What follows belongs to an exercise in optimizing a design on an open flow for small area, a short achievable clock period and few clock cycles; a production flow would make more cautious choices. In this exercise RTL edits were held to simulation tests only and were not proved equivalent to the original. Power and IR drop assume default switching activity.

==> design.v <==
module e803_au (
    input             clk,
    input             rst,         
    input             in_valid,
    output            in_ready,
    input      [5:0]  in_op,       
    input      [6:0]  in_k,        
    input      [38:0] in_n,        
    output reg        out_valid,
    output reg        out_we,      
    output     [38:0] out_wdata,   
    output reg        out_taken,   
    output reg [38:0] acc,
    output reg [37:0] ar,
    output reg        ovr
);
    reg         st_idle, st_exec, st_shift, st_mul, st_div, st_chk, st_fin;
    reg  [5:0]  iop;        
    reg  [6:0]  ik;         
    reg  [6:0]  cnt;
    reg         dneg;       
    reg         qneg;       
    reg         full;       
    reg         xf;         
    reg         mz;         
    reg         b1_one, b1_two, b1_neg, b2_one, b2_two, b2_neg;    
    reg  [38:0] w;          
    reg  [38:0] r;          
    assign in_ready  = st_idle;
    assign out_wdata = w;
    wire        acpt   = st_idle && in_valid;
    wire [2:0]  grp    = iop[5:3];
    wire [2:0]  fn     = iop[2:0];
    wire        to_fin;     
    wire [2:0]  d_grp  = in_op[5:3];
    wire [2:0]  d_fn   = in_op[2:0];
    wire        d_g5   = (d_grp == 3'd5);
    wire        d_alu  = ~d_grp[2];
    wire        d_div  = d_g5 && (d_fn == 3'd6);
    wire        d_rdar = d_g5 && (d_fn == 3'd7);
    wire        d_mul  = d_g5 && (d_fn == 3'd2 || d_fn == 3'd3);
    wire        m_acpt = acpt && d_mul;                  
    reg         i_alu, i_jmp, i_sh, i_div, i_rdar, i_and;
    reg         i_aacc, i_an, i_wacc, i_wf, i_we;
    reg         c_enA, c_invA, c_enB, c_invB, c_cin;
    reg         n_zero;     
    always @(posedge clk) n_zero <= (in_n == 39'd0);
    wire        fin_div = (fn == 3'd6);
    wire        k_dbl   = ~in_op[0];                     
    wire [6:0]  k_cl    = k_dbl ? ((in_k > 7'd78) ? 7'd78 : in_k)
                                : ((in_k > 7'd40) ? 7'd40 : in_k);
    wire        sh_left = fn[2];                         
    wire        sh_sgl  = fn[0];                         
    wire [6:0]  sh_rem  = st_exec ? ik : cnt;
    wire        sh_go   = (i_sh && ik != 7'd0) || st_shift;
    wire        sh_1    = sh_rem[0];
    wire        sh_2    = !sh_rem[0] && (sh_left || sh_rem[1]);
    wire        sh_4    = !sh_rem[0] && !sh_left && !sh_rem[1];
    wire [6:0]  sh_next = sh_rem - (sh_1 ? 7'd1 : sh_2 ? 7'd2 : 7'd4);
    wire        lsh_ovf = sh_1 ? (acc[38] ^ acc[37])
                               : !((&acc[38:36]) || ~(|acc[38:36]));
    wire        rsh_go  = sh_go && !sh_left;
    wire        srl_z   = (fn == 3'd1);
    wire        sg     = r[38];                          
    wire        e1     = acc[37] ^ dneg;
    wire        e2     = acc[36] ^ dneg;
    wire [40:0] xd     = {r, e1, e2};                    
    wire        selq   = st_fin || i_rdar;
    wire [40:0] a_src  = st_div ? xd :
                         selq   ? {2'b00, acc[0] & st_fin, ar} :
                                  {{2{acc[38]}}, acc};
    wire        r_eq   = (r == ~w) || (&r);              
    wire        cfix   = fin_div & xf;
    wire        enA  = c_enA | st_div;
    wire        invA = c_invA;
    wire        enB  = c_enB | st_div;
    wire        invB = c_invB | (st_div & sg);
    wire        cinA = c_cin | (st_div & sg);
    wire [40:0] opA   = (a_src & {41{enA}}) ^ {41{invA}};
    wire [40:0] opB   = ({{2{w[38]}}, w} & {41{enB}}) ^ {41{invB}};
    wire [41:0] s1x   = {opA, 1'b1} + {opB, cinA};      
    wire [40:0] s1    = s1x[41:1];
    wire        is_and = i_and;
    wire [38:0] f_res = is_and ? (acc & w) : s1[38:0];
    wire        f_ovf = !is_and && (s1[39] ^ s1[38]);
    wire [36:0] u_hi  = {1'b0, acc[37:2] ^ {36{acc[38]}}};    
    wire [40:0] k_a   = st_div ? {r[38], r, e1} : {4'd0, u_hi};
    wire [41:0] k_s   = {k_a, 1'b1} + {opB, cinA};
    wire        k_neg = k_s[41];
    wire        skip  = k_neg;                           
    wire        m_div = st_div;
    wire        x_div = i_div && !n_zero;                
    wire [42:0] w43   = {{4{w[38]}}, w};
    wire [38:0] e_lo  = {acc[0], ar} ^ {39{acc[38]}};    
    wire        one1  = b1_one | m_div;
    wire        neg1  = b1_neg | (m_div & ~sg);
    wire        one2  = b2_one | m_div;
    wire        neg2  = b2_neg | (m_div & sg);
    wire [42:0] cu    = m_div ? {{2{r[38]}}, xd} :
                        x_div ? {4'd0, e_lo} : {{4{acc[38]}}, acc};
    wire [42:0] cv    = ((w43 & {43{one1}}) | ({w43[41:0], 1'b0} & {43{b1_two}})) ^ {43{neg1}};
    wire [42:0] cx    = {(({w43[40:0]} & {41{one2}}) | ({w43[39:0], 1'b0} & {41{b2_two}}))
                         ^ {41{neg2}}, neg2, neg2};
    wire [42:0] cs_s  = cu ^ cv ^ cx;
    wire [42:0] cs_c  = {(cu[41:0] & cv[41:0]) | (cu[41:0] & cx[41:0]) | (cv[41:0] & cx[41:0]),
                         neg1};
    wire [43:0] s3x   = {cs_s, 1'b1} + {cs_c, neg2};
    wire [42:0] s3    = s3x[43:1];
    wire [3:0]  bm    = st_idle ? acc[3:0] : r[7:4];
    wire        bz    = st_idle ? 1'b0 : r[3];
    wire        mul_go = m_acpt || (st_mul && cnt != 7'd0);
    wire        qzero  = s3[42] && (acc[38:1] == {38{acc[38]}});
    wire        pick_c = (k_neg == sg);
    wire [38:0] r_new  = pick_c ? s3[38:0] : s1[38:0];
    wire        q1     = ~k_neg;
    wire        q2     = ~r_new[38];
    wire        l_1    = &ar;
    wire        l_0    = ~|ar;
    wire [1:0]  qh     = acc[1:0];                                   
    wire        q_lt   = (qh == 2'b00) && !(cfix && l_1);            
    wire        q_eq   = ((qh == 2'b01) && l_0 && !cfix) ||
                         ((qh == 2'b00) && l_1 && cfix);             
    wire        div_ovf = full || !(q_lt || (qneg && q_eq));
    wire        mul_ovf = !((&{xf, acc}) || ~(|{xf, acc}));
    wire        fin_ovf = fin_div ? div_ovf : mul_ovf;
    wire        mul_last = st_mul && (cnt == 7'd0);
    assign      to_fin   = (mul_last && fn != 3'd2) || (st_div && cnt == 7'd0 && !dneg) || st_chk ||
                           (x_div && qzero && !acc[38]);
    wire        qneg_now = st_exec ? (acc[38] ^ w[38]) : qneg;
    always @(posedge clk) begin
        i_alu  <= acpt && d_alu;
        i_jmp  <= acpt && (d_grp == 3'd4);
        i_sh   <= acpt && d_g5 && (d_fn == 3'd0 || d_fn == 3'd1 || d_fn == 3'd4 || d_fn == 3'd5);
        i_div  <= acpt && d_div;
        i_rdar <= acpt && d_rdar;
        i_and  <= acpt && d_alu && (d_fn == 3'd3);
        i_aacc <= acpt && ((d_alu && !d_grp[1]) || d_rdar);
        i_an   <= acpt && (d_grp == 3'd3);
        i_wacc <= acpt && (d_grp == 3'd1);
        i_wf   <= acpt && (d_grp == 3'd2 || d_grp == 3'd3 || d_div);
        i_we   <= acpt && (d_grp == 3'd1 || d_grp == 3'd2 || d_grp == 3'd3);
        c_enA  <= 1'b0; c_invA <= 1'b0; c_enB <= 1'b0; c_invB <= 1'b0; c_cin <= 1'b0;
        if (to_fin) begin                                
            c_enA  <= 1'b1;
            c_invA <= fin_div & qneg_now;
            c_cin  <= fin_div & (qneg_now ^ (st_chk & r_eq));
        end
        if (acpt) begin
            if (d_div) begin                             
                c_enB <= 1'b1; c_invB <= ~in_n[38]; c_cin <= ~in_n[38];
            end else if (d_rdar || !d_alu) begin
                c_enA <= 1'b1;
            end else begin
                case (d_fn)
                3'd0: begin c_enA <= ~d_grp[0]; c_enB <= d_grp[0]; end
                3'd1: begin c_enA <= ~d_grp[0]; c_invA <= ~d_grp[0]; c_enB <= d_grp[0];
                            c_invB <= d_grp[0]; c_cin <= 1'b1; end
                3'd2: begin c_enB <= 1'b1; c_cin <= 1'b1; end
                3'd4: begin c_enA <= 1'b1; c_enB <= 1'b1; end
                3'd5: begin c_enA <= 1'b1; c_enB <= 1'b1; c_invB <= 1'b1; c_cin <= 1'b1; end
                3'd7: begin c_enA <= 1'b1; c_invA <= 1'b1; c_enB <= 1'b1; c_cin <= 1'b1; end
                default: ;
                endcase
            end
        end
    end
    wire        srl_m  = rsh_go && srl_z;                
    wire a_alu  = i_aacc || st_fin;
    wire a_n    = i_an;
    wire a_shl2 = (sh_go && sh_left && sh_2) || st_div;
    wire a_shl1 = sh_go && sh_left && sh_1;
    wire a_shr1 = rsh_go && sh_1;
    wire a_s3hi = (rsh_go && sh_4) || (st_mul && !mul_last);
    wire a_s3lo = (rsh_go && sh_2) || mul_last;
    wire a_rew  = x_div && skip && !qzero;
    wire a_zero = m_acpt || (i_div && n_zero) || (x_div && qzero);
    wire acc_en = rst || a_alu || a_n || a_shl2 || a_shl1 || a_shr1 || a_s3hi || a_s3lo || a_rew || a_zero;
    wire [1:0] afill2 = sh_sgl ? 2'b00 : ar[37:36];
    wire       afill1 = sh_sgl ? 1'b0 : ar[37];
    wire [38:0] acc_d = {39{!rst}} & (
                        ({39{a_alu}}  & f_res)
                      | ({39{a_n}}    & w)
                      | ({39{a_shl2}} & {acc[36:0], afill2})
                      | ({39{a_shl1}} & {acc[37:0], afill1})
                      | ({39{a_shr1}} & {acc[38] & ~srl_z, acc[38:1]})
                      | ({39{a_s3hi}} & {s3[42:39] & {4{~srl_m}}, s3[38:4]})
                      | ({39{a_s3lo}} & {s3[40:39] & {2{~srl_m}}, s3[38:2]})
                      | ({39{a_rew}}  & {1'b0, acc[1:0], ar[37:2]}));
    wire r_sgl  = (i_sh && sh_sgl) || (st_shift && sh_sgl);
    wire b_shl2 = (sh_go && sh_left && sh_2 && !r_sgl) || st_div;
    wire b_shl1 = sh_go && sh_left && sh_1 && !r_sgl;
    wire b_shr1 = rsh_go && sh_1 && !r_sgl;
    wire b_rs4  = ((rsh_go && sh_4) || (st_mul && !mul_last)) && !r_sgl;
    wire b_rs2  = ((rsh_go && sh_2) || mul_last) && !r_sgl;
    wire b_rew  = a_rew;
    wire b_zero = r_sgl || st_fin || (i_div && n_zero) || (x_div && qzero);
    wire ar_en  = rst || b_shl2 || b_shl1 || b_shr1 || b_rs4 || b_rs2 || b_rew || b_zero;
    wire [1:0] bfill2 = st_div ? {q1, q2} : 2'b00;
    wire [37:0] ar_d = {38{!rst}} & (
                        ({38{b_shl2}} & {ar[35:0], bfill2})
                      | ({38{b_shl1}} & {ar[36:0], 1'b0})
                      | ({38{b_shr1}} & {acc[0], ar[37:1]})
                      | ({38{b_rs4}}  & {s3[3:0], ar[37:4]})
                      | ({38{b_rs2}}  & {s3[1:0], ar[37:2]})
                      | ({38{b_rew}}  & {ar[1:0], ar[35:0]}));
    wire r_acc   = m_acpt;
    wire r_uhi   = x_div && skip && !qzero;
    wire r_elo   = x_div && qzero;
    wire r_zero  = x_div && !skip;
    wire r_new_s = st_div;
    wire r_asr   = st_mul;
    wire r_en    = r_acc || r_uhi || r_elo || r_zero || r_new_s || r_asr;
    wire [38:0] r_d = ({39{r_acc}}   & acc)
                    | ({39{r_elo}}   & e_lo)
                    | ({39{r_uhi}}   & {2'b00, u_hi})
                    | ({39{r_new_s}} & r_new)
                    | ({39{r_asr}}   & {{4{r[38]}}, r[38:4]});
    wire w_n   = acpt;
    wire w_acc = i_wacc;
    wire w_f   = i_wf;
    wire w_en  = w_n || w_acc || w_f;
    wire [38:0] w_d = ({39{w_n}} & in_n) | ({39{w_acc}} & acc) | ({39{w_f}} & f_res);
    always @(posedge clk) begin
        acc <= acc_d | ({39{~acc_en}} & acc);
        ar  <= ar_d  | ({38{~ar_en}}  & ar);
        r   <= r_d   | ({39{~r_en}}   & r);
        w   <= w_d   | ({39{~w_en}}   & w);
    end
    always @(posedge clk) begin
        if (acpt) begin
            iop <= in_op;
            ik  <= k_cl;
        end
        if (mul_go) begin
            b1_one <= bm[0] ^ bz;
            b1_two <= (bm[1] & ~bm[0] & ~bz) | (~bm[1] & bm[0] & bz);
            b1_neg <= bm[1];
            b2_one <= bm[2] ^ bm[1];
            b2_two <= (bm[3] & ~bm[2] & ~bm[1]) | (~bm[3] & bm[2] & bm[1]);
            b2_neg <= bm[3];
        end else if (acpt && d_div) begin                
            b1_one <= 1'b1; b1_two <= 1'b0; b1_neg <= ~in_n[38];
            b2_one <= 1'b0; b2_two <= 1'b0; b2_neg <= 1'b0;
        end else begin
            b1_one <= 1'b0; b1_two <= 1'b0; b1_neg <= 1'b0;
            b2_one <= 1'b0; b2_two <= 1'b0; b2_neg <= 1'b0;
        end
        if (rst) begin
            st_idle   <= 1'b1;
            st_exec   <= 1'b0;
            st_shift  <= 1'b0;
            st_mul    <= 1'b0;
            st_div    <= 1'b0;
            st_chk    <= 1'b0;
            st_fin    <= 1'b0;
            out_valid <= 1'b0;
            ovr       <= 1'b0;
        end else begin
            out_valid <= 1'b0;
            if (acpt) begin
                st_idle <= 1'b0;
                if (d_mul) begin
                    st_mul    <= 1'b1;
                    cnt       <= 7'd9;
                    out_we    <= 1'b0;
                    out_taken <= 1'b0;
                end else
                    st_exec <= 1'b1;
            end
            if (st_exec) begin
                st_exec   <= 1'b0;
                out_we    <= i_we;
                out_taken <= 1'b0;
                if (i_alu) begin
                    ovr       <= ovr | f_ovf;
                    out_valid <= 1'b1;
                    st_idle   <= 1'b1;
                end else if (i_jmp) begin
                    case (fn[2:1])
                        2'd0: out_taken <= 1'b1;
                        2'd1: out_taken <= acc[38];
                        2'd2: out_taken <= (acc == 39'd0);
                        default: begin
                            out_taken <= ovr;
                            ovr       <= 1'b0;
                        end
                    endcase
                    out_valid <= 1'b1;
                    st_idle   <= 1'b1;
                end else if (i_sh) begin
                    if (sh_left && ik != 7'd0) ovr <= ovr | lsh_ovf;
                    cnt <= sh_next;
                    if (ik == 7'd0 || sh_next == 7'd0) begin
                        out_valid <= 1'b1;
                        st_idle   <= 1'b1;
                    end else
                        st_shift <= 1'b1;
                end else if (i_div) begin
                    if (n_zero) begin
                        ovr       <= 1'b1;
                        out_valid <= 1'b1;
                        st_idle   <= 1'b1;
                    end else begin
                        dneg   <= acc[38];
                        qneg   <= acc[38] ^ w[38];
                        full   <= ~skip;
                        xf     <= 1'b0;
                        cnt    <= skip ? 7'd19 : 7'd37;
                        if (!qzero)      st_div <= 1'b1;
                        else if (acc[38]) st_chk <= 1'b1;
                        else             st_fin <= 1'b1;
                    end
                end else begin                            
                    out_valid <= 1'b1;
                    st_idle   <= 1'b1;
                end
            end
            if (st_shift) begin
                if (sh_left) ovr <= ovr | lsh_ovf;
                cnt <= sh_next;
                if (sh_next == 7'd0) begin
                    out_valid <= 1'b1;
                    st_shift  <= 1'b0;
                    st_idle   <= 1'b1;
                end
            end
            if (st_mul) begin
                cnt <= cnt - 7'd1;
                mz  <= r[3];
                if (cnt == 7'd0) begin
                    st_mul <= 1'b0;
                    if (fn == 3'd2) begin                 
                        ovr       <= ovr | (s3[41] ^ s3[40]);
                        out_valid <= 1'b1;
                        st_idle   <= 1'b1;
                    end else begin
                        xf     <= s3[41];
                        st_fin <= 1'b1;
                    end
                end
            end
            if (st_div) begin
                cnt <= cnt - 7'd1;
                if (cnt == 7'd0) begin
                    st_div <= 1'b0;
                    if (dneg) st_chk <= 1'b1;
                    else      st_fin <= 1'b1;
                end
            end
            if (st_chk) begin
                xf     <= r_eq;
                st_chk <= 1'b0;
                st_fin <= 1'b1;
            end
            if (st_fin) begin
                ovr       <= ovr | fin_ovf;
                out_valid <= 1'b1;
                st_fin    <= 1'b0;
                st_idle   <= 1'b1;
            end
        end
    end
endmodule
==> run.sh <==
#!/bin/bash
# synth_recipe.tcl (not shown) runs the flow's synth.tcl, then flattens the netlist and writes it again
# the make line also repeats each setting of config.mk as NAME=value (left out here)
make -C /OpenROAD-flow-scripts/flow DESIGN_CONFIG=/design/flow/config.mk WORK_HOME=/design/flow/orfs CLKGATE_MAP_FILE= SYNTH_SCRIPT=/design/flow/synth_recipe.tcl finish
==> config.mk <==
export PLATFORM = sky130hd
export DESIGN_NAME = e803_au
export DESIGN_NICKNAME = e803_au
export VERILOG_FILES = /design/flow/design.v
export SDC_FILE = /design/flow/constraint.sdc
export NUM_CORES = 4
export LEC_CHECK = 0
export CAP_MARGIN = 20
export CORE_MARGIN = 2
export CORE_UTILIZATION = 60
export SETUP_SLACK_MARGIN = 5
export SLEW_MARGIN = 20
==> constraint.sdc <==
create_clock -name core_clock -period 10.0 [get_ports {clk}]
set_input_delay 2.0000 -clock core_clock [delete_from_list [all_inputs] [get_ports {clk}]]
set_output_delay 2.0000 -clock core_clock [all_outputs]
set_load 0.01 [all_outputs]
==> qor.yml, run 1 <==
synth:
  synthAdderAreaFrac: 0.0935
  synth_edf_count: 23
  yosys_warnings: 1
  synth_cells: 3574
  synth_ff_type: "dfxtp_1"
  ys_seq_elements: 210
  synthesis.nets: 3800
  synth_area_per_cell_um2: 7.37
  syn_area_um2: 26300
  ys_async_sr_fraction: 0
  ys_types: 91
  muxShareOfSynthArea: 0.0270
  synth-simple-area-share: 0.169
  ys_seq_area_frac: 0.168
  synthXorXnorAreaFrac: 0.124
  synth_compound_area_frac: 0.338
  synth_top_family_by_area: "compound AO/OA/AOI/OAI gates"
outcome:
  status: "aborted with a tool error"
  error_message: "[ERROR GRT-0232] Routing congestion too high. Check the congestion heatmap in the GUI."
  haltStage: "global routing (5_1_grt)"
cts:
  cts_buffers: 28
  cts_sinks: 210
  ctsRootBufferMaster: "clkbuf_16"
  h-tree-depth: 1
  hold_buffers: 0
  cts_buffer_depth: 3
placed_design:
  gp_congestion: 1.10
  place_hpwl_um: 91800
  portBuffers: 175
grt:
  overflow: 1
  grt_use_total: 0.659
  grt_max_degree: 59
floorplan:
  die_w_um: 213
  die_y_um: 213
  rows: 76
  io_pins: 176
  initial_core_util: 0.610
[per-layer routing]
| layer | track usage | GRT overflow |
|---|---|---|
| met5 | 0.256 | 0 |
| met3 | 0.457 | 0 |
| met4 | 0.551 | 0 |
| met2 | 0.840 | 1 |
| met1 | 0.712 | 0 |
[power by group through the flow]
stage,Sequential (mW),Combinational (mW),Clock [mW]
3_5_place_dp,1.30,1.00,0
3_3_place_gp,1.29,0.978,0
2_1_floorplan,1.10,0.725,0
4_1_cts,1.27,1.08,1.17
[how the worst max path moves through the flow]
stage | end | depth (start not counted)
2_1_floorplan | acc[35] | 19
3_3_place_gp | ar[0] | 16
3_5_place_dp | ar[0] | 16
4_1_cts | acc[27] | 22
[synth_stat cells (all sizes together) (63+ instances only)]
library cell,number,share of area
nand3,73,0.014
ha,128,0.061
a222oi,147,0.056
xnor2,201,0.067
mux2i,63,0.024
inv,131,0.019
a21o,96,0.027
nand4,69,0.016
o21ai,262,0.050
nor2,211,0.030
xor2,173,0.058
clkbuf,285,0.041
nand2,407,0.058
dfxtp,187,0.14
buf,110,0.019
a22oi,144,0.041
a21oi,208,0.040
[per-stage QoR]
step	std cells	util	power (mW)	setup WS (ps)	area (um2)
CTS	4152	0.708	3.53	5010	30500
detailed placement	4037	0.651	2.30	2780	28100
global placement	4037	0.651	2.27	2720	28100
floorplan	3574	-	1.82	5050	26300
[repair_timing]
action | CTS
setup endpoints to repair | 159
setup buffers | 49
gates resized for setup | 147
gates cloned | 15
pin swaps | 38
[cells by family after synthesis]
logic type               after synthesis
multiplexers                          70
AO/OA/AOI/OAI                       1249
flip-flops                           210
buffers and inverters                529
adder cells (fa/ha/maj)              171
AND/OR/NAND/NOR                      971
XOR/XNOR                             374
Testbench counts, summed over its fixed seeds: cycles 79,031.
==> run 2: changes to the inputs <==
--- a/design.v
+++ b/design.v
@@ -17,4 +17,3 @@
     reg         st_idle, st_exec, st_shift, st_mul, st_div, st_chk, st_fin;
-    reg  [5:0]  iop;        
-    reg  [6:0]  ik;         
+    reg  [2:0]  fn;         
     reg  [6:0]  cnt;
@@ -31,4 +30,2 @@
     wire        acpt   = st_idle && in_valid;
-    wire [2:0]  grp    = iop[5:3];
-    wire [2:0]  fn     = iop[2:0];
     wire        to_fin;     
@@ -42,3 +39,3 @@
     wire        m_acpt = acpt && d_mul;                  
-    reg         i_alu, i_jmp, i_sh, i_div, i_rdar, i_and;
+    reg         i_alu, i_sh, i_div, i_rdar, i_and;
     reg         i_aacc, i_an, i_wacc, i_wf, i_we;
@@ -53,4 +50,4 @@
     wire        sh_sgl  = fn[0];                         
-    wire [6:0]  sh_rem  = st_exec ? ik : cnt;
-    wire        sh_go   = (i_sh && ik != 7'd0) || st_shift;
+    wire [6:0]  sh_rem  = cnt;                       
+    wire        sh_go   = (i_sh && cnt != 7'd0) || st_shift;
     wire        sh_1    = sh_rem[0];
@@ -73,7 +70,7 @@
     wire        cfix   = fin_div & xf;
-    wire        enA  = c_enA | st_div;
+    wire        enA  = c_enA;
     wire        invA = c_invA;
-    wire        enB  = c_enB | st_div;
-    wire        invB = c_invB | (st_div & sg);
-    wire        cinA = c_cin | (st_div & sg);
+    wire        enB  = c_enB;
+    wire        invB = c_invB;
+    wire        cinA = c_cin;
     wire [40:0] opA   = (a_src & {41{enA}}) ^ {41{invA}};
@@ -94,6 +91,6 @@
     wire [38:0] e_lo  = {acc[0], ar} ^ {39{acc[38]}};    
-    wire        one1  = b1_one | m_div;
-    wire        neg1  = b1_neg | (m_div & ~sg);
-    wire        one2  = b2_one | m_div;
-    wire        neg2  = b2_neg | (m_div & sg);
+    wire        one1  = b1_one;                      
+    wire        neg1  = b1_neg;
+    wire        one2  = b2_one;
+    wire        neg2  = b2_neg;
     wire [42:0] cu    = m_div ? {{2{r[38]}}, xd} :
@@ -129,5 +126,6 @@
     wire        qneg_now = st_exec ? (acc[38] ^ w[38]) : qneg;
+    wire        nx_div   = (x_div && !qzero) || (st_div && cnt != 7'd0);
+    wire        sg_next  = st_div & r_new[38];
     always @(posedge clk) begin
         i_alu  <= acpt && d_alu;
-        i_jmp  <= acpt && (d_grp == 3'd4);
         i_sh   <= acpt && d_g5 && (d_fn == 3'd0 || d_fn == 3'd1 || d_fn == 3'd4 || d_fn == 3'd5);
@@ -142,2 +140,8 @@
         c_enA  <= 1'b0; c_invA <= 1'b0; c_enB <= 1'b0; c_invB <= 1'b0; c_cin <= 1'b0;
+        if (nx_div) begin                                
+            c_enA  <= 1'b1;
+            c_enB  <= 1'b1;
+            c_invB <= sg_next;
+            c_cin  <= sg_next;
+        end
         if (to_fin) begin                                
@@ -230,4 +234,3 @@
         if (acpt) begin
-            iop <= in_op;
-            ik  <= k_cl;
+            fn  <= in_op[2:0];
         end
@@ -240,2 +243,5 @@
             b2_neg <= bm[3];
+        end else if (nx_div) begin                       
+            b1_one <= 1'b1; b1_two <= 1'b0; b1_neg <= ~sg_next;
+            b2_one <= 1'b1; b2_two <= 1'b0; b2_neg <= sg_next;
         end else if (acpt && d_div) begin                
@@ -260,4 +266,19 @@
             if (acpt) begin
-                st_idle <= 1'b0;
-                if (d_mul) begin
+                cnt <= k_cl;
+                if (d_grp == 3'd4 || d_grp[2:1] == 2'b11) begin
+                    out_valid <= 1'b1;
+                    out_we    <= 1'b0;
+                    out_taken <= 1'b0;
+                    if (d_grp == 3'd4)
+                        case (d_fn[2:1])
+                            2'd0: out_taken <= 1'b1;
+                            2'd1: out_taken <= acc[38];
+                            2'd2: out_taken <= (acc == 39'd0);
+                            default: begin
+                                out_taken <= ovr;
+                                ovr       <= 1'b0;
+                            end
+                        endcase
+                end else if (d_mul) begin
+                    st_idle   <= 1'b0;
                     st_mul    <= 1'b1;
@@ -266,4 +287,6 @@
                     out_taken <= 1'b0;
-                end else
+                end else begin
+                    st_idle <= 1'b0;
                     st_exec <= 1'b1;
+                end
             end
@@ -277,18 +300,6 @@
                     st_idle   <= 1'b1;
-                end else if (i_jmp) begin
-                    case (fn[2:1])
-                        2'd0: out_taken <= 1'b1;
-                        2'd1: out_taken <= acc[38];
-                        2'd2: out_taken <= (acc == 39'd0);
-                        default: begin
-                            out_taken <= ovr;
-                            ovr       <= 1'b0;
-                        end
-                    endcase
-                    out_valid <= 1'b1;
-                    st_idle   <= 1'b1;
                 end else if (i_sh) begin
-                    if (sh_left && ik != 7'd0) ovr <= ovr | lsh_ovf;
+                    if (sh_left && cnt != 7'd0) ovr <= ovr | lsh_ovf;
                     cnt <= sh_next;
-                    if (ik == 7'd0 || sh_next == 7'd0) begin
+                    if (cnt == 7'd0 || sh_next == 7'd0) begin
                         out_valid <= 1'b1;
--- a/config.mk
+++ b/config.mk
@@ -9,3 +9,3 @@
 export CORE_MARGIN = 2
-export CORE_UTILIZATION = 60
+export CORE_UTILIZATION = 45
 export SETUP_SLACK_MARGIN = 5
==> run 2 against run 1 <==
Now clean on timing, DRC and antenna; synthesized cell count increased by 0.17%; synthesized area about the same.
==> qor.yml, run 2 <==
outcome:
  status: "complete, no violations"
layout:
  area_growth_syn_to_layout_pct: 18.8
  num-fill-cells: 5600
  final_util: 0.541
  seq_area_um2: 4250
  layout_commonest_cell: "nand2_1"
  top_regs: "acc (39), r (39), w (39)"
  final_nets: 3794
  stdcell_count: 4362
  final_area_um2: 31300
  drive_gt1_frac: 0.134
  layout_common_cells: "nand2_1, xnor2_1, a21oi_1"
  multiInputGateArea_um2: 21000
placed_design:
  place_hpwl_um: 108000
  place_ws_ps: 3430
  gp_congestion: 1.16
  placed_area_um2: 28500
  portBuffers: 175
  dp.cells: 4236
floorplan:
  die-area_um2: 60400
  rows: 88
  die_y_um: 246
  io_pins: 176
  die_w_um: 246
  coreArea_um2: 57800
  initial_core_util: 0.455
critical_path:
  path_max_fanout: 34
  arrival_ps: 5510
  slowest_stage: "fa_1"
  path_cells: "clkinv_1, buf_6, nand2_1, o21bai_2, fa_1, ha_1, and3_1, a221o_1, nand2_1, o311a_4, nand4_1, nand4_2, buf_12, nor2_4, buf_4, or2_4, a22o_1"
  cp_common_cell: "nand2_1"
  required_ps: 10480
  critPathKind: "reg -> reg"
  start_kind: "flip-flop"
  crit_path_end_kind: "flip-flop"
  max_stage_delay_ps: 520
power_and_ir_drop:
  powerDensity_nw_per_um2: 126
  vdd_drop_max_v: 0.000121
  power_leakage_nw: 12.1
  power.total_mw: 3.93
sta:
  hold_ws_ps: 500
  maxSlewHeadroom: 0.139
  fmax_mhz: 199
  tns_ps: 0
  final-hold-violation-count: 0
  finalWorstSetupSlack_ps: 4970
  drv_slew: 0
  worstMarginPinSlew_ps: 1280
  rsz0062_at_grt: "true"
  setup_viol: 0
  min_period_ps: 5030
  fin_crit_sh: 0.503
  clock_skew_ps: 21.1
grt:
  grt_use_total: 0.510
  grt_pass1_wl_um: 225000
  overflow: 0
  grt_max_degree: 61
  antenna_found_initial: 9
  grt_pass1_vias: 30491
synth:
  synth_common_cells: "nand2_1, clkbuf_1, xnor2_1"
  synth_area_per_cell_um2: 7.35
  synth_ff_type: "dfxtp_1"
  yosys_warnings: 1
  synth_edf_count: 16
  ys_seq_elements: 202
  synth_top_area_cell: "dfxtp_1"
  ys_async_sr_fraction: 0
  syn_area_um2: 26300
  synth_cells: 3580
  synth_top_area_frac: 0.141
  ys_seq_area_frac: 0.160
  synthesis.nets: 3806
  ys_types: 94
  synth_area_leaders: "dfxtp_1, xnor2_1, ha_1"
  yosysMostFrequentCell: "nand2_1"
flow_run:
  cap_violations: 0
route:
  drt_wl_total_um: 162000
  avgRoutedWirePerCell_um: 37.1
  ant_nets: 0
  drt_iter0_drc: 6867
  viasPerCell: 7.66
  vias: 33428
  firstDrtPassIters: 22
  drc: 0
cts:
  cts_sinks: 202
  cts_tree: "built"
  ctsRootBufferMaster: "clkbuf_16"
  insertion_delay_ps: 610
  cts_buffer_depth: 3
  clk_pin_slew_worst_paths_ps: 60
  cts_buffers: 28
  hold_buffers: 0
  h-tree-depth: 1
hold_path:
  min_path_type: "reg -> reg"
-- run 2: critical path, delay by kind of cell, from the launching register on --
kind            cells  cell delay [ps]
fa+ha+maj           2              930
buf+inv             4              820
flops               1              460
compound gates      4             1120
simple gates        7             1510
-- run 2: metal layers --
layer,GRT usage,part of all wire,vias up,wire length (um)
met3,0.221,0.16,1029,25400
met5,0.0106,0.00096,-,156
met4,0.412,0.11,10,17800
met1,0.599,0.34,15710,55100
met2,0.718,0.39,3264,63200
li1,-,-,13415,-
-- run 2: cells by family after synthesis --
group                      after synthesis  synth area share
AOI/OAI and AO/OA                     1287             0.349
DFF                                    202             0.160
adders and majority gates              171            0.0936
xor gates and xnor gates               365             0.122
muxes                                   53            0.0221
buffers and inverters                  541            0.0805
and+or+nand+nor                        961             0.174
-- run 2: area by class of cell --
| cell class | instances | share of cell area |
|---|---|---|
| Multi-Input combinational cell | 2843 | 0.671 |
| Sequential cell | 202 | 0.136 |
| Timing Repair Buffer | 360 | 0.115 |
| Tap cell | 765 | 0.0306 |
| Clock buffer | 33 | 0.0236 |
| Inverter | 133 | 0.0160 |
| Clock inverter | 19 | 0.00688 |
| Antenna cell | 7 | 0.000560 |
-- run 2: repair_timing --
action,CTS,global route
buffers inserted,25,25
hold endpoints to repair,0,0
endpoints found under the setup margin,149,136
pin swaps,18,30
cloned,10,6
resized for setup,101,139
-- run 2: worst paths after layout --
check	cells past startpoint	slack, ps	from	end
setup / recovery	17	4970	st_div	ar[0]
hold / removal	1	500	st_chk	st_chk
setup reg to reg	17	4970	st_div	ar[0]
hold reg to reg	1	500	st_chk	st_chk
-- run 2: report_power, final --
part	switching (mW)	internal, mW
clock	0.462	0.632
combinational	0.871	0.551
sequential	0.472	0.942
Testbench counts of run 2, summed over its fixed seeds: cycles 78,082.
==> run 3: changes to the inputs <==
--- a/design.v
+++ b/design.v
@@ -24,2 +24,4 @@
     reg         mz;         
+    reg         qz;         
+    reg         mshort;     
     reg         b1_one, b1_two, b1_neg, b2_one, b2_two, b2_neg;    
@@ -42,4 +44,8 @@
     reg         c_enA, c_invA, c_enB, c_invB, c_cin;
-    reg         n_zero;     
-    always @(posedge clk) n_zero <= (in_n == 39'd0);
+    reg         x_div;      
+    reg         x_dz;       
+    always @(posedge clk) begin
+        x_div <= acpt && d_div && (in_n != 39'd0);
+        x_dz  <= acpt && d_div && (in_n == 39'd0);
+    end
     wire        fin_div = (fn == 3'd6);
@@ -88,3 +94,2 @@
     wire        m_div = st_div;
-    wire        x_div = i_div && !n_zero;                
     wire [42:0] w43   = {{4{w[38]}}, w};
@@ -105,6 +110,9 @@
     wire [42:0] s3    = s3x[43:1];
-    wire [3:0]  bm    = st_idle ? acc[3:0] : r[7:4];
+    wire        a_sh   = (acc[38:3] == {36{acc[38]}});
+    wire        n_sh   = (in_n[38:3] == {36{in_n[38]}});
+    wire        m_swap = !a_sh && n_sh;                  
+    wire [3:0]  bm    = st_idle ? (m_swap ? in_n[3:0] : acc[3:0]) : r[7:4];
     wire        bz    = st_idle ? 1'b0 : r[3];
     wire        mul_go = m_acpt || (st_mul && cnt != 7'd0);
-    wire        qzero  = s3[42] && (acc[38:1] == {38{acc[38]}});
+    wire        qzero  = s3[42] && (acc[38:1] == 38'd0);
     wire        pick_c = (k_neg == sg);
@@ -119,3 +127,3 @@
                          ((qh == 2'b00) && l_1 && cfix);             
-    wire        div_ovf = full || !(q_lt || (qneg && q_eq));
+    wire        div_ovf = !qz && (full || !(q_lt || (qneg && q_eq)));
     wire        mul_ovf = !((&{xf, acc}) || ~(|{xf, acc}));
@@ -124,3 +132,4 @@
     assign      to_fin   = (mul_last && fn != 3'd2) || (st_div && cnt == 7'd0 && !dneg) || st_chk ||
-                           (x_div && qzero && !acc[38]);
+                           (x_div && qzero);
+    wire        cfix_now = st_chk && r_eq;
     wire        qneg_now = st_exec ? (acc[38] ^ w[38]) : qneg;
@@ -147,5 +156,5 @@
         if (to_fin) begin                                
-            c_enA  <= 1'b1;
+            c_enA  <= !st_exec;                          
             c_invA <= fin_div & qneg_now;
-            c_cin  <= fin_div & (qneg_now ^ (st_chk & r_eq));
+            c_cin  <= fin_div & (qneg_now ^ cfix_now);
         end
@@ -177,6 +186,7 @@
     wire a_s3hi = (rsh_go && sh_4) || (st_mul && !mul_last);
-    wire a_s3lo = (rsh_go && sh_2) || mul_last;
-    wire a_rew  = x_div && skip && !qzero;
-    wire a_zero = m_acpt || (i_div && n_zero) || (x_div && qzero);
-    wire acc_en = rst || a_alu || a_n || a_shl2 || a_shl1 || a_shr1 || a_s3hi || a_s3lo || a_rew || a_zero;
+    wire a_s3lo = (rsh_go && sh_2) || (mul_last && !mshort);
+    wire a_s3sx = mul_last && mshort;                    
+    wire a_rew  = x_div && skip;
+    wire a_zero = m_acpt || x_dz;
+    wire acc_en = rst || a_alu || a_n || a_shl2 || a_shl1 || a_shr1 || a_s3hi || a_s3lo || a_s3sx || a_rew || a_zero;
     wire [1:0] afill2 = sh_sgl ? 2'b00 : ar[37:36];
@@ -191,2 +201,3 @@
                       | ({39{a_s3lo}} & {s3[40:39] & {2{~srl_m}}, s3[38:2]})
+                      | ({39{a_s3sx}} & {{34{s3[42]}}, s3[42:38]})
                       | ({39{a_rew}}  & {1'b0, acc[1:0], ar[37:2]}));
@@ -197,6 +208,7 @@
     wire b_rs4  = ((rsh_go && sh_4) || (st_mul && !mul_last)) && !r_sgl;
-    wire b_rs2  = ((rsh_go && sh_2) || mul_last) && !r_sgl;
+    wire b_rs2  = ((rsh_go && sh_2) || (mul_last && !mshort)) && !r_sgl;
+    wire b_s3   = mul_last && mshort;                    
     wire b_rew  = a_rew;
-    wire b_zero = r_sgl || st_fin || (i_div && n_zero) || (x_div && qzero);
-    wire ar_en  = rst || b_shl2 || b_shl1 || b_shr1 || b_rs4 || b_rs2 || b_rew || b_zero;
+    wire b_zero = r_sgl || st_fin || x_dz;
+    wire ar_en  = rst || b_shl2 || b_shl1 || b_shr1 || b_rs4 || b_rs2 || b_s3 || b_rew || b_zero;
     wire [1:0] bfill2 = st_div ? {q1, q2} : 2'b00;
@@ -208,6 +220,7 @@
                       | ({38{b_rs2}}  & {s3[1:0], ar[37:2]})
+                      | ({38{b_s3}}   & s3[37:0])
                       | ({38{b_rew}}  & {ar[1:0], ar[35:0]}));
-    wire r_acc   = m_acpt;
-    wire r_uhi   = x_div && skip && !qzero;
-    wire r_elo   = x_div && qzero;
+    wire r_acc   = m_acpt && !m_swap;
+    wire r_inn   = m_acpt && m_swap;
+    wire r_uhi   = x_div && skip;
     wire r_zero  = x_div && !skip;
@@ -215,5 +228,5 @@
     wire r_asr   = st_mul;
-    wire r_en    = r_acc || r_uhi || r_elo || r_zero || r_new_s || r_asr;
+    wire r_en    = r_acc || r_inn || r_uhi || r_zero || r_new_s || r_asr;
     wire [38:0] r_d = ({39{r_acc}}   & acc)
-                    | ({39{r_elo}}   & e_lo)
+                    | ({39{r_inn}}   & in_n)
                     | ({39{r_uhi}}   & {2'b00, u_hi})
@@ -221,4 +234,4 @@
                     | ({39{r_asr}}   & {{4{r[38]}}, r[38:4]});
-    wire w_n   = acpt;
-    wire w_acc = i_wacc;
+    wire w_n   = acpt && !(m_acpt && m_swap);
+    wire w_acc = i_wacc || (m_acpt && m_swap);
     wire w_f   = i_wf;
@@ -284,3 +297,4 @@
                     st_mul    <= 1'b1;
-                    cnt       <= 7'd9;
+                    mshort    <= a_sh || n_sh;
+                    cnt       <= (a_sh || n_sh) ? 7'd0 : 7'd9;
                     out_we    <= 1'b0;
@@ -309,3 +323,3 @@
                 end else if (i_div) begin
-                    if (n_zero) begin
+                    if (x_dz) begin
                         ovr       <= 1'b1;
@@ -318,6 +332,6 @@
                         xf     <= 1'b0;
+                        qz     <= qzero;
                         cnt    <= skip ? 7'd19 : 7'd37;
-                        if (!qzero)      st_div <= 1'b1;
-                        else if (acc[38]) st_chk <= 1'b1;
-                        else             st_fin <= 1'b1;
+                        if (!qzero) st_div <= 1'b1;
+                        else        st_fin <= 1'b1;
                     end
@@ -343,3 +357,3 @@
                     if (fn == 3'd2) begin                 
-                        ovr       <= ovr | (s3[41] ^ s3[40]);
+                        if (!mshort) ovr <= ovr | (s3[41] ^ s3[40]);
                         out_valid <= 1'b1;
@@ -347,3 +361,3 @@
                     end else begin
-                        xf     <= s3[41];
+                        xf     <= mshort ? s3[42] : s3[41];
                         st_fin <= 1'b1;
==> run 3 against run 2 <==
Critical path type unchanged; combinational power up 5%; worst setup slack lost 65 ps; critical endpoint is now acc[25]; register-to-register slack worse by 60 ps; first-iteration DRC count grew 0.60%; count of clock-buffer cells in the layout is 7 higher; sequential cell count increased by 3; critical path depth shrank 1.
==> qor.yml, run 3 <==
floorplan:
  die_w_um: 248
  die-area_um2: 61600
  initial_core_util: 0.455
  rows: 89
  coreArea_um2: 59000
  die_y_um: 248
  io_pins: 176
cts:
  cts_sinks: 205
  cts_tree: "built"
  ctsRootBufferMaster: "clkbuf_16"
  hold_buffers: 0
  clk_pin_slew_worst_paths_ps: 70
  cts_buffers: 28
  insertion_delay_ps: 660
  cts_buffer_depth: 3
  h-tree-depth: 1
placed_design:
  placed_area_um2: 29000
  gp_congestion: 1.13
  place_hpwl_um: 117000
  portBuffers: 175
synth:
  ys_async_sr_fraction: 0
  ys_seq_area_frac: 0.160
  ys_seq_elements: 205
  synth_common_cells: "nand2_1, clkbuf_1, a21oi_1"
  yosysMostFrequentCell: "nand2_1"
  synthesis.nets: 3872
  synth_ff_type: "dfxtp_1"
  synth_cells: 3645
  synth_area_leaders: "dfxtp_1, xnor2_1, ha_1"
  ys_types: 103
  synth_edf_count: 18
  synth_area_per_cell_um2: 7.36
  synth_top_area_frac: 0.139
  yosys_warnings: 1
  synth_top_area_cell: "dfxtp_1"
  syn_area_um2: 26800
hold_path:
  worstHoldStart: "i_we"
  hold_path_end: "out_we"
  min_path_type: "reg -> reg"
  whs_path_depth: 1
sta:
  final-hold-violation-count: 0
  maxSlewHeadroom: 0.126
  fin_crit_sh: 0.509
  setup_viol: 0
  drv_slew: 0
  fmax_mhz: 196
  rsz0062_at_grt: "true"
  min_period_ps: 5090
  clock_skew_ps: 59.2
  worstMarginPinSlew_ps: 1310
  tns_ps: 0
layout:
  area_growth_syn_to_layout_pct: 21.4
  layout_common_cells: "nand2_1, a21oi_1, o21ai_0"
  drive_gt1_frac: 0.155
  layout_commonest_cell: "nand2_1"
  final_nets: 3900
  top_regs: "acc (39), r (39), w (39)"
  final_area_um2: 32600
power_and_ir_drop:
  powerDensity_nw_per_um2: 122
  clkPwrFrac: 0.286
  p_switching_mw: 1.82
  power_leakage_nw: 12.8
  pwr-share-seq: 0.341
  switching_share: 0.457
  power_frac_comb: 0.373
  vdd_drop_max_v: 0.000137
  p_int_mw: 2.16
  power.total_mw: 3.98
critical_path:
  r2r-end: "acc[25]"
  arrival_ps: 5620
  path_cells: "buf_12, buf_4, xor2_1, fa_1, inv_1, ha_2, nand4_4, nor3_4, nand4_1, nor2_2, o211ai_1, o211ai_2, buf_6, and3_1, a21oi_1, o21ai_0"
  ff2ff_path_depth: 16
  path_max_fanout: 23
  crit_path_end_kind: "flip-flop"
  ff2ff_setup_slack_ps: 4910
  required_ps: 10520
  slowest_stage: "and3_1"
  max_stage_delay_ps: 780
  r2r-start: "b1_neg"
  start_kind: "flip-flop"
  critPathKind: "reg -> reg"
route:
  drt_iter0_drc: 6908
  vias: 34213
  viasPerCell: 7.64
  ant_nets: 0
  drt_wl_total_um: 172000
  avgRoutedWirePerCell_um: 38.5
  firstDrtPassIters: 14
  drc: 0
outcome:
  status: "complete, no violations"
grt:
  grt_pass1_vias: 31606
  grt_pass1_wl_um: 238000
  grt_max_degree: 81
  grt_use_total: 0.539
  antenna_found_initial: 21
  overflow: 0
flow_run:
  cap_violations: 0
run 3: cell count changes after synthesis, moves of 22 or more:
cell      before  now
a21oi_1      234  258
a21boi_0      39    7
o22ai_1       41   19
clkbuf_1     329  307
a222oi_1     146  111
o21a_1        17   53
nand3_1      104   79
xor2_1       125  153
a21o_1        94   61
o21ai_0      210  233
xnor2_1      239  216
nand2_1      334  386
run 3: worst max-delay path: cells and delay by family (launching register included):
family	cells	cell delay, ps
AOI/OAI and AO/OA	4	700
xor gates and xnor gates	1	120
adders and majority gates	2	1020
buffers and inverters	4	850
DFF	1	580
and+or+nand+nor	5	1660
run 3: power groups by stage:
stage / clock (mW) / sequential [mW] / combinational (mW)
after global placement: 0 / 1.32 / 1.26
after CTS: 1.12 / 1.30 / 1.33
after global routing: 1.15 / 1.33 / 1.52
after floorplan: 0 / 1.07 / 0.860
final: 1.14 / 1.36 / 1.49
after detailed placement: 0 / 1.32 / 1.27
run 3: what timing repair did:
action / CTS / global route
pin swaps: 7 / 32
buffers inserted: 32 / 43
gates cloned: 10 / 3
resized for setup: 144 / 173
endpoints found under the setup margin: 176 / 131
run 3: through the flow:
| step | utilization | instances | setup slack, ps | hold WS, ps |
|---|---|---|---|---|
| 2_1_floorplan | - | 3645 | 5030 | 437 |
| 4_1_cts | 0.530 | 4420 | 4890 | 506 |
| 6_report | 0.552 | 4477 | 4910 | 518 |
| 3_5_place_dp | 0.492 | 4326 | 3480 | 493 |
| 5_1_grt | 0.552 | 4470 | 4880 | 532 |
| 3_3_place_gp | 0.492 | 4326 | 3560 | 477 |
run 3: cells by family after synthesis:
kind of cell / Yosys count / synth area share
muxes: 78 / 0.0311
AOI/OAI and AO/OA: 1298 / 0.339
DFF: 205 / 0.160
adders and majority gates: 172 / 0.0922
xor gates and xnor gates: 370 / 0.121
buffers and inverters: 527 / 0.0798
and+or+nand+nor: 995 / 0.176
run 3: worst max path at each step:
stage	startpoint	end	cells after the start
after floorplan	acc[38]	acc[34]	19
after global placement	st_div	acc[26]	18
after detailed placement	st_div	acc[26]	18
after CTS	acc[38]	acc[34]	17
after global routing	ar[17]	acc[26]	18
final	b1_neg	acc[25]	16
run 3: layer usage:
metal,vias to the layer above,GRT usage,wire [um]
li1,13639,-,-
met5,-,0.0215,305
met2,3460,0.726,65900
met1,16067,0.643,58400
met3,1033,0.245,29100
met4,14,0.457,18700
run 3: layout make-up:
cell class              instances  area (um2)
repair buffers                399        4130
well taps                     773         967
multi-input cells            2915       21600
clock buffers                  40         848
diodes                          9        22.5
clock inverters                12         144
fillers                      5670       26400
inverters                     124         480
flip-flops and latches        205        4350
Testbench counts of run 3, summed over its fixed seeds: cycles 71,197.

==> what the ideal ports hide <==
How much do the figures lean on ideal ports? The routed layouts below were timed once more, with nothing changed but the port constraints.
Step 1: set_driving_cell puts a clkbuf_16 on clk and a buf_2 on each other input, an assumption about the parent block.
Step 2 adds t to the input delays and takes it off the output delays; t is the mean of the earliest and latest rising clock arrival at the registers after step 1. Input paths then give back, and output paths get back, about the clock's delay inside the block.
a / b / c = ideal / step 1 / step 2; a / b = the first two.
run | shift t [ns] | slack for setup (ns) | latest minus earliest clock arrival (ns)
run 2 | 0.659 | 4.972 / 4.972 / 4.376 | 0.021 / 0.021
run 3 | 0.700 | 4.907 / 4.907 / 4.295 | 0.059 / 0.059
After both steps setup and hold are still met in every run listed. For run 3, which loses most, drivers alone change the setup slack by 0.000 ns; drivers and shift together by -0.612 ns.
